Context: an optimization exercise on an open-source flow, tuned for small area, a short achievable clock period and few clock cycles. The choices shown serve that exercise and are no tape-out recipe.
In this exercise RTL edits were held to simulation tests only and were not proved equivalent to the original.

==> job 3892 <==
==> flow/design.v (excerpt) <==
module cpuemu_core (
    input             clk,
    input             rst,         
    input      [15:0] prog_len,    
    output     [15:0] imem_addr,   
    input      [63:0] imem_data,   
    input      [5:0]  dbg_addr,    
    output reg [15:0] dbg_data,    
    output            done,        
    output     [1:0]  state,       
    output     [2:0]  fcode        
);
    localparam ST_READY   = 2'd0;
    localparam ST_RUNNING = 2'd1;
    localparam ST_HALTED  = 2'd2;
    localparam ST_FAULTED = 2'd3;
    localparam F_DIVZERO  = 3'd1;
    localparam F_OVERFLOW = 3'd2;
    localparam F_UNDERFLOW= 3'd3;
    localparam F_BADADDR  = 3'd4;
    localparam F_BADSHIFT = 3'd5;
    localparam OP_NOP  = 5'd0,  OP_MOV  = 5'd1,  OP_PUSH = 5'd2,  OP_POP  = 5'd3;
    localparam OP_CALL = 5'd4,  OP_RET  = 5'd5,  OP_ADD  = 5'd6,  OP_SUB  = 5'd7;
    localparam OP_MUL  = 5'd8,  OP_DIV  = 5'd9,  OP_INC  = 5'd10, OP_DEC  = 5'd11;
    localparam OP_JMP  = 5'd12, OP_JZ   = 5'd13, OP_JNZ  = 5'd14, OP_JC   = 5'd15;
    localparam OP_JNC  = 5'd16, OP_JS   = 5'd17, OP_JNS  = 5'd18, OP_JG   = 5'd19;
    localparam OP_JGE  = 5'd20, OP_JL   = 5'd21, OP_JLE  = 5'd22, OP_CMP  = 5'd23;
    localparam OP_XOR  = 5'd24, OP_AND  = 5'd25, OP_OR   = 5'd26, OP_NOT  = 5'd27;
    localparam OP_SHL  = 5'd28, OP_SHR  = 5'd29, OP_ROL  = 5'd30, OP_ROR  = 5'd31;
    localparam PH_EXEC = 2'd0;
    localparam PH_MUL  = 2'd1;
    localparam PH_DIV  = 2'd2;
    reg [15:0] regs [0:7];
    reg [15:0] stk  [0:15];
    reg [4:0]  sp;                   
    reg [15:0] pc;
    reg        fz, fc, fs, fo;
    reg [1:0]  st;
    reg [2:0]  fc_code;
    reg [1:0]  ph;
    reg [15:0] xa;       
    reg [15:0] xb;       
    reg [14:0] xr;       
    reg [2:0]  dcnt;     
    reg        dneg;     
    reg        dovf;     
    reg        msa, msb;  
    assign imem_addr = pc;
    assign done      = st[1];
    assign state     = st;
    assign fcode     = fc_code;
    wire [4:0]  opc = imem_data[4:0];
    wire        s_f = imem_data[6];
    wire        ka  = imem_data[7];
    wire        kb  = imem_data[8];
    wire [7:0]  ra  = imem_data[23:16];
    wire [7:0]  rb  = imem_data[31:24];
    wire [15:0] ia  = imem_data[47:32];
    wire [15:0] ib  = imem_data[63:48];
    wire [2:0]  dst = ra[2:0];
    wire [4:0]  spm1   = sp - 5'd1;
    wire [15:0] reg_a  = regs[ra[2:0]];
  ...
Settings: LEC_CHECK=0, ABC_AREA=1, CAP_MARGIN=20, CORE_MARGIN=2, CORE_UTILIZATION=55, SLEW_MARGIN=20; clock period 15.0 ns.
standard.sh (not shown) runs the stock make flow with config.mk's settings and CLKGATE_MAP_FILE= SYNTH_SCRIPT=/design/flow/synth_recipe.tcl, a recipe that flattens the netlist after the stock synthesis.
==> flow/flow/run.sh <==
#!/bin/bash
set -euo pipefail
export SETUP_SLACK_MARGIN=6.8
export BUFFER_PORTS_ARGS="-buffer_cell sky130_fd_sc_hd__buf_2"
bash standard.sh > standard.log 2>&1
==> job 855 (differences from job 3892) <==
--- a/flow/design.v
+++ b/flow/design.v
@@ -56,21 +56,21 @@
     wire [7:0]  ra  = imem_data[23:16];
     wire [7:0]  rb  = imem_data[31:24];
     wire [15:0] ia  = imem_data[47:32];
     wire [15:0] ib  = imem_data[63:48];
     wire [2:0]  dst = ra[2:0];
+    integer k;
     wire [4:0]  spm1   = sp - 5'd1;
     wire [15:0] reg_a  = regs[ra[2:0]];
     wire [15:0] reg_b  = regs[rb[2:0]];
     wire [15:0] spx    = {11'd0, sp};
     wire [15:0] a_val  = ka ? ia : (ra[7] ? (ra[0] ? spx : pc) : reg_a);
     wire [15:0] b_val  = kb ? ib : (rb[7] ? (rb[0] ? spx : pc) : reg_b);
     wire [31:0] dbg_oh  = 32'd1 << dbg_addr[4:0];
     wire [15:0] top_oh  = 16'd1 << spm1[3:0];
     wire [15:0] stk_sel = st[1] ? dbg_oh[31:16] : top_oh;
     reg  [15:0] stk_top, reg_d;
-    integer k;
     always @(*) begin
         stk_top = 16'd0;
         for (k = 0; k < 16; k = k + 1)
             stk_top = stk_top | (stk[k] & {16{stk_sel[k]}});
         reg_d = 16'd0;
@@ -193,25 +193,37 @@
                       ex_f = !sh_ok ? F_BADSHIFT : 3'd0;
             default:  ex_f = 3'd0;
         endcase
     end
     wire ex_ok = (ex_f == 3'd0);
+    reg  [3:0]  lg_tt;
+    always @(*) begin
+        case (opc)
+            OP_MOV:  lg_tt = 4'b1010;
+            OP_XOR:  lg_tt = 4'b0110;
+            OP_AND:  lg_tt = 4'b1000;
+            OP_OR:   lg_tt = 4'b1110;
+            OP_NOT:  lg_tt = 4'b0011;
+            default: lg_tt = 4'b0000;
+        endcase
+    end
+    reg  [15:0] lg_r;
+    always @(*) begin
+        for (k = 0; k < 16; k = k + 1)
+            lg_r[k] = lg_tt[{a_val[k], b_val[k]}];
+    end
     reg        ex_we;
     reg [15:0] ex_wd;
     always @(*) begin
         ex_we = 1'b1;
-        ex_wd = 16'd0;
+        ex_wd = lg_r;
         case (opc)
-            OP_MOV:  ex_wd = b_val;
             OP_ADD, OP_SUB, OP_INC, OP_DEC: ex_wd = add_r;
             OP_POP:  begin ex_we = !sp_z; ex_wd = stk_top; end
-            OP_DIV:  begin ex_we = a_z && !b_z; ex_wd = 16'd0; end
+            OP_DIV:  ex_we = a_z && !b_z;
             OP_SHL, OP_SHR, OP_ROL, OP_ROR: begin ex_we = sh_ok; ex_wd = sh_r; end
-            OP_XOR:  ex_wd = a_val ^ b_val;
-            OP_AND:  ex_wd = a_val & b_val;
-            OP_OR:   ex_wd = a_val | b_val;
-            OP_NOT:  ex_wd = ~a_val;
+            OP_MOV, OP_XOR, OP_AND, OP_OR, OP_NOT: ;
             default: ex_we = 1'b0;
         endcase
     end
     wire md_done = run && ((ph == PH_MUL) || (ph == PH_DIV && d_last));
     wire        rf_wr = (exe && ex_we) || md_done;
==> flow/flow/run.sh (replaced) <==
#!/bin/bash
set -euo pipefail
export SETUP_SLACK_MARGIN=7.2
export BUFFER_PORTS_ARGS="-buffer_cell sky130_fd_sc_hd__buf_2"
bash standard.sh > standard.log 2>&1
Settings changed: CTS_CLUSTER_DIAMETER set to 110, CTS_CLUSTER_SIZE set to 22, TNS_END_PERCENT set to 20.
==> job 580 (differences from job 3892) <==
--- a/flow/design.v
+++ b/flow/design.v
@@ -56,21 +56,21 @@
     wire [7:0]  ra  = imem_data[23:16];
     wire [7:0]  rb  = imem_data[31:24];
     wire [15:0] ia  = imem_data[47:32];
     wire [15:0] ib  = imem_data[63:48];
     wire [2:0]  dst = ra[2:0];
+    integer k;
     wire [4:0]  spm1   = sp - 5'd1;
     wire [15:0] reg_a  = regs[ra[2:0]];
     wire [15:0] reg_b  = regs[rb[2:0]];
     wire [15:0] spx    = {11'd0, sp};
     wire [15:0] a_val  = ka ? ia : (ra[7] ? (ra[0] ? spx : pc) : reg_a);
     wire [15:0] b_val  = kb ? ib : (rb[7] ? (rb[0] ? spx : pc) : reg_b);
     wire [31:0] dbg_oh  = 32'd1 << dbg_addr[4:0];
     wire [15:0] top_oh  = 16'd1 << spm1[3:0];
     wire [15:0] stk_sel = st[1] ? dbg_oh[31:16] : top_oh;
     reg  [15:0] stk_top, reg_d;
-    integer k;
     always @(*) begin
         stk_top = 16'd0;
         for (k = 0; k < 16; k = k + 1)
             stk_top = stk_top | (stk[k] & {16{stk_sel[k]}});
         reg_d = 16'd0;
@@ -193,25 +193,37 @@
                       ex_f = !sh_ok ? F_BADSHIFT : 3'd0;
             default:  ex_f = 3'd0;
         endcase
     end
     wire ex_ok = (ex_f == 3'd0);
+    reg  [3:0]  lg_tt;
+    always @(*) begin
+        case (opc)
+            OP_MOV:  lg_tt = 4'b1010;
+            OP_XOR:  lg_tt = 4'b0110;
+            OP_AND:  lg_tt = 4'b1000;
+            OP_OR:   lg_tt = 4'b1110;
+            OP_NOT:  lg_tt = 4'b0011;
+            default: lg_tt = 4'b0000;
+        endcase
+    end
+    reg  [15:0] lg_r;
+    always @(*) begin
+        for (k = 0; k < 16; k = k + 1)
+            lg_r[k] = lg_tt[{a_val[k], b_val[k]}];
+    end
     reg        ex_we;
     reg [15:0] ex_wd;
     always @(*) begin
         ex_we = 1'b1;
-        ex_wd = 16'd0;
+        ex_wd = lg_r;
         case (opc)
-            OP_MOV:  ex_wd = b_val;
             OP_ADD, OP_SUB, OP_INC, OP_DEC: ex_wd = add_r;
             OP_POP:  begin ex_we = !sp_z; ex_wd = stk_top; end
-            OP_DIV:  begin ex_we = a_z && !b_z; ex_wd = 16'd0; end
+            OP_DIV:  ex_we = a_z && !b_z;
             OP_SHL, OP_SHR, OP_ROL, OP_ROR: begin ex_we = sh_ok; ex_wd = sh_r; end
-            OP_XOR:  ex_wd = a_val ^ b_val;
-            OP_AND:  ex_wd = a_val & b_val;
-            OP_OR:   ex_wd = a_val | b_val;
-            OP_NOT:  ex_wd = ~a_val;
+            OP_MOV, OP_XOR, OP_AND, OP_OR, OP_NOT: ;
             default: ex_we = 1'b0;
         endcase
     end
     wire md_done = run && ((ph == PH_MUL) || (ph == PH_DIV && d_last));
     wire        rf_wr = (exe && ex_we) || md_done;
==> flow/flow/run.sh (replaced) <==
#!/bin/bash
set -euo pipefail
export SETUP_SLACK_MARGIN=7.0
export BUFFER_PORTS_ARGS="-buffer_cell sky130_fd_sc_hd__buf_2"
bash standard.sh > standard.log 2>&1
Settings changed: CORE_UTILIZATION 55 to 58, CTS_CLUSTER_DIAMETER set to 110, CTS_CLUSTER_SIZE set to 22, TNS_END_PERCENT set to 20.
==> out/qor.json <==
{
  "status": {"value": "no timing/DRC/antenna violations"},
  "syn-cell-area": {"value": 34200, "unit": "um^2"},
  "worstSetupPathDepth": {"value": 12},
  "mappedNetlistNets": {"value": 4535},
  "die-height": {"value": 247, "unit": "um"},
  "core-area": {"value": 58700, "unit": "um^2"}
}
Source of the figures above: job 580

==> out/qor.json <==
{
  "status": {"value": "no timing/DRC/antenna violations"},
  "syn-cell-area": {"value": 34700, "unit": "um^2"},
  "cts_max_path_buffers": {"value": 3},
  "die-height": {"value": 255, "unit": "um"},
  "worstSetupPathDepth": {"value": 14},
  "layout.nets": {"value": 4759}
}
Source of the figures above: job 3892

==> out/qor.json <==
{
  "die-height": {"value": 253, "unit": "um"},
  "async_reset_ff_share": {"value": 0, "unit": "%"},
  "status": {"value": "no timing/DRC/antenna violations"},
  "detailed_placement_hpwl": {"value": 96200, "unit": "um"},
  "ctsHoldBuffers": {"value": 0},
  "cts_setup_buffers": {"value": 80},
  "core-area": {"value": 61600, "unit": "um^2"},
  "cap_viol_max_count": {"value": 0},
  "critical_path_s_slowest_cell": {"value": "sky130_fd_sc_hd__or4_4"},
  "synthSimpleGateAreaFrac": {"value": 21.1, "unit": "%"},
  "use_met3": {"value": 9.77, "unit": "%"},
  "worstSetupPathDepth": {"value": 12}
}
Source of the figures above: job 855

Testbench counts of job 3892, summed over its fixed seeds: cycles 64,827.
Testbench counts of job 855, summed over its fixed seeds: cycles 64,827.
Testbench counts of job 580, summed over its fixed seeds: cycles 64,827.

-- what the ideal ports hide --
The flow's constraints put no driver on any port. The routed layouts listed below were extracted and timed again, unchanged, in two steps. Step 1 assumes that a clkbuf_16 drives the clock port and a buf_2 every other input. Step 2 adds t to the input delays and takes it off the output delays; t is the mean of the earliest and latest rising clock arrival at the registers after step 1. Input paths then give back, and output paths get back, about the clock's delay inside the block. Slacks: ideal ports / drivers / drivers and shift; pairs: ideal ports / drivers.
run	shift t [ns]	slack for setup (ns)	worst register clock-pin slew, ns
job 3892	0.680	6.838 / 6.790 / 6.286	0.07 / 0.07
job 855	0.690	6.912 / 6.815 / 6.347	0.11 / 0.11
job 580	0.680	6.826 / 6.765 / 6.247	0.11 / 0.11
After both steps every run listed still meets setup and hold. For job 580, which loses most, drivers alone change the setup slack by -0.061 ns; drivers and shift together by -0.579 ns.
